Context: an optimization exercise on an open-source flow, tuned for small area, a short achievable clock period and few clock cycles per item. The choices shown serve that exercise and are no tape-out recipe. Only simulation tests tie the RTL to the original design; equivalence was not proved. No activity file was given, so power comes from the tool's default toggle rates.

== oak ==
==> flow/design.v (excerpt) <==
module ppc_decode (
    input  wire         clk,
    input  wire         rst,         
    input  wire         wr_en,
    input  wire [7:0]   wr_addr,
    input  wire [31:0]  wr_data,
    output wire         busy,
    output wire [11:0]  status,
    output wire [31:0]  bits,
    output wire [127:0] fval,
    output wire [9:0]   cmdf
);
    localparam [3:0] R_NONE = 4'd0, R_OK = 4'd1, R_LEN = 4'd2,
                     R_BADDESC = 4'd7, R_BADCMD = 4'd8;
    integer i;
    reg        lock;
    reg [6:0]  rxlen;
    reg [6:0]  d_rawlen;
    reg [5:0]  d_bitlen;
    reg        d_order;
    reg        d_half;
    reg [7:0]  d_sentinel;
    reg        d_st_en;
    reg        d_st_w2;
    reg [5:0]  d_st_pos;
    reg [15:0] d_sab  [0:3];     
    reg        f_en   [0:3];
    reg        f_kind [0:3];
    reg [5:0]  f_start[0:3];
    reg [5:0]  f_end  [0:3];
    reg        e_valid[0:7];
    reg [1:0]  e_field[0:7];
    reg [31:0] e_value[0:7];
    reg [31:0] e_pat  [0:7];
    reg [7:0]  raw    [0:63];
    reg        t_len;            
    reg        t_f  [0:3];       
    reg        t_st;             
    reg        t_e  [0:7];       
    reg [3:0]  res_code;
    reg        res_wenum;
    reg        res_ovalid;
    reg [31:0] bits_r;
    reg [31:0] fval_r [0:3];
    reg [3:0]  present_r;
    reg        sa_r, sb_r;
    reg        busy_r;
    reg        go;               
    reg        ok_r;             
    reg        baddesc_r;        
    reg [31:0] ext_r;            
    reg [3:0]  rem;              
  ...
Size: roughly 4700 cells after synthesis, about 230 I/O pins, about 68000 um2 of cells after synthesis.
clock: 10.0 ns
lec_check: 0
cap_margin: 20
core_margin: 2
core_utilization: 40
place_density: 0.6
slew_margin: 20
standard.sh (not shown) runs the stock make flow with config.mk's settings and CLKGATE_MAP_FILE= SYNTH_SCRIPT=/design/flow/synth_recipe.tcl, a recipe that flattens the netlist after the stock synthesis.
==> flow/flow/run.sh <==
#!/bin/bash
# Standard ORFS layout (the standard.sh), with the timing repair steps
# asked to leave a larger setup margin so that they size the design for a
# shorter period than the 10 ns clock requires. Constraints are unchanged.
set -euo pipefail
export SETUP_SLACK_MARGIN=${SETUP_MARGIN_NS:-7}
bash standard.sh > orfs_make.log 2>&1
oak completed every stage of the flow, and the final layout passed the timing, design-rule and antenna checks.
Testbench counts of oak, summed over its fixed seeds: cycles 20,884, decodes 384.
The inputs of pine differ from those of oak as listed below.
-- flow/design.v --
<<< oak, line 60
    reg        vb;
    reg [31:0] y_r;
    reg [31:0] b_mask;           
    reg [31:0] yn_r;             
    reg [7:0]  b_cand;
    reg        b_num, b_enum;
    reg [3:0]  b_we;
    reg [3:0]  st_ab_r;
    assign busy = busy_r;
>>> pine, line 60
    reg        vb;
    reg [31:0] y_r;
    reg [4:0]  b_wm1;
    reg [7:0]  b_cand;
    reg        b_num, b_enum;
    reg [3:0]  b_we;
    reg        vc;
    reg [7:0]  m_r;
    reg [31:0] num_r;
    reg        c_enum;
    reg [3:0]  c_we;
    reg [3:0]  st_ab_r;
    assign busy = busy_r;
<<< oak, line 225
            vin[i] = a_rev ? ext_r[31 - i] : ext_r[i];
    wire [31:0] y = vin >> a_sh;
    reg  [31:0] a_mask;
    always @(*)
        for (i = 0; i < 32; i = i + 1)
            a_mask[i] = (i <= a_wm1);
    reg [7:0] m;
    always @(*)
        for (i = 0; i < 8; i = i + 1)
            m[i] = vb_eff && b_cand[i] && (((e_pat[i] ^ y_r) & b_mask) == 32'd0);
    reg [31:0] evsel;
    reg        found;
>>> pine, line 229
            vin[i] = a_rev ? ext_r[31 - i] : ext_r[i];
    wire [31:0] y = vin >> a_sh;
    reg [31:0] mask;
    always @(*)
        for (i = 0; i < 32; i = i + 1)
            mask[i] = (i <= b_wm1);
    reg [7:0] m;
    always @(*)
        for (i = 0; i < 8; i = i + 1)
            m[i] = b_cand[i] && (((e_pat[i] ^ y_r) & mask) == 32'd0);
    reg [31:0] evsel;
    reg        found;
<<< oak, line 239
        found = 1'b0;
        for (i = 0; i < 8; i = i + 1) begin
            if (m[i] && !found) evsel = e_value[i];
            found = found | m[i];
        end
    end
    wire [31:0] fres = evsel | (yn_r & {32{vb_eff && b_num}});
    wire [63:0] st_v  = {32'd0, ext_r} >> d_st_pos;
    wire [1:0]  st_x  = st_v[1:0];
>>> pine, line 243
        found = 1'b0;
        for (i = 0; i < 8; i = i + 1) begin
            if (m_r[i] && !found) evsel = e_value[i];
            found = found | m_r[i];
        end
    end
    wire [31:0] fres = evsel | num_r;
    wire [63:0] st_v  = {32'd0, ext_r} >> d_st_pos;
    wire [1:0]  st_x  = st_v[1:0];
<<< oak, line 250
    wire cmd_wr  = wr_nr && wr_addr == 8'h00;
    wire go_n    = cmd_wr && wr_data == 32'd1;
    wire badcmd_n = cmd_wr && wr_data != 32'd0 && wr_data != 32'd1;
    wire spec_n  = go_n && !hz_r;           
    wire kill    = go && !ok_r;             
>>> pine, line 254
    wire cmd_wr  = wr_nr && wr_addr == 8'h00;
    wire go_n    = cmd_wr && wr_data == 32'd1;
    wire spec_n  = go_n && !hz_r;           
    wire kill    = go && !ok_r;             
<<< oak, line 267
            va_r       <= 1'b0;
            vb         <= 1'b0;
            res_code   <= R_NONE;
            res_wenum  <= 1'b0;
>>> pine, line 270
            va_r       <= 1'b0;
            vb         <= 1'b0;
            vc         <= 1'b0;
            res_code   <= R_NONE;
            res_wenum  <= 1'b0;
<<< oak, line 276
            va_r   <= va_n;
            vb     <= vb_n;
            busy_r <= go_n || va_n || vb_n;
            if (badcmd_n) begin
                res_code   <= R_BADCMD;
                res_wenum  <= 1'b0;
>>> pine, line 280
            va_r   <= va_n;
            vb     <= vb_n;
            vc     <= vb_eff;
            busy_r <= go_n || va_n || vb_n || vb_eff;
            if (cmd_wr && wr_data != 32'd0 && wr_data != 32'd1) begin
                res_code   <= R_BADCMD;
                res_wenum  <= 1'b0;
<<< oak, line 283
            end
            if (go) begin
                if (baddesc_r) begin
                    res_code   <= R_BADDESC;
>>> pine, line 288
            end
            if (go) begin
                res_wenum <= 1'b0;
                if (baddesc_r) begin
                    res_code   <= R_BADDESC;
<<< oak, line 293
                    res_ovalid <= 1'b1;
                end
            end
            if (!badcmd_n)
                res_wenum <= (res_wenum && !go) || (vb_eff && b_enum && !found);
        end
    end
>>> pine, line 299
                    res_ovalid <= 1'b1;
                end
            end else if (vc && c_enum && !found) begin
                res_wenum <= 1'b1;
            end
        end
    end
<<< oak, line 304
        end
        y_r    <= y;
        b_mask <= a_mask;
        yn_r   <= y & a_mask;
        b_cand <= a_en ? a_cand : 8'd0;
        b_num  <= a_en && !a_kind;
>>> pine, line 310
        end
        y_r    <= y;
        b_wm1  <= a_wm1;
        b_cand <= a_en ? a_cand : 8'd0;
        b_num  <= a_en && !a_kind;
<<< oak, line 311
        for (i = 0; i < 4; i = i + 1)
            b_we[i] <= a_en && (a_f == i);
        if (go) begin
            bits_r <= ext_r;
>>> pine, line 316
        for (i = 0; i < 4; i = i + 1)
            b_we[i] <= a_en && (a_f == i);
        for (i = 0; i < 8; i = i + 1) m_r[i] <= vb_eff && m[i];
        num_r  <= (vb_eff && b_num) ? (y_r & mask) : 32'd0;
        c_enum <= vb_eff && b_enum;
        c_we   <= vb_eff ? b_we : 4'd0;
        if (go) begin
            bits_r <= ext_r;
<<< oak, line 317
        end
        for (i = 0; i < 4; i = i + 1)
            if ((!busy_r && !f_en[i]) || (vb_eff && b_we[i])) begin
                fval_r[i]    <= fres;
                present_r[i] <= vb_eff && (!b_enum || found);
            end
    end
>>> pine, line 326
        end
        for (i = 0; i < 4; i = i + 1)
            if (go || c_we[i]) begin
                fval_r[i]    <= fres;
                present_r[i] <= !go && (!c_enum || found);
            end
    end
## What came out
Per the comparison of pine with oak, total power down 77 uW, detailed-routed wire length on met2 down 11%, sequential power down 5.1%.
oak -> pine: distinct cell type count after synthesis increased slightly
Across both runs, non-clock buffer count was lower for pine than for oak.
Against oak as the reference, pine delivers a lower proportion of cell area occupied by multi-input gates.
Looking only at via count normalized by instance count, and setting everything else aside, the lower value of oak and pine goes to pine.
Core utilization for pine: 1.0 points down relative to oak
Measured against each other, oak and pine differ in count of nets after finishing, the higher figure coming from oak.
Between oak and pine, number of flip-flops and latches in the synthesized netlist decreased.
pine ends up with a routing usage on met2 that is 2.8 points lower than in oak.
Of the two candidates, oak has the worse fmax and pine the better one.
Detailed-route wire length: pine < oak
Testbench counts of pine, summed over its fixed seeds: cycles 21,268, decodes 384.

==> static timing again, ports no longer ideal <==
In the flow no input, the clock included, has a driving cell. The finished layouts below were timed again as built, in two steps.
Step 1: set_driving_cell puts a clkbuf_16 on clk and a buf_2 on each other input, an assumption about the parent block.
Step 2 moves the port delays by t, midway between the first and last clock arrival at a register: inputs arrive t later, outputs are due t later. That takes back most of the time a late clock gives input paths.
a / b / c = ideal ports / drivers / drivers and shift; a / b = the first two.
run | shift t [ns] | setup slack, ns | worst setup path at the end
oak | 0.895 | 6.262 / 6.298 / 5.403 | input to register
pine | 0.883 | 6.444 / 6.390 / 5.578 | input to register
After both steps every run listed still meets setup and hold. The setup slack of pine, which loses most, moves by -0.054 ns with the drivers and by -0.866 ns with both steps.
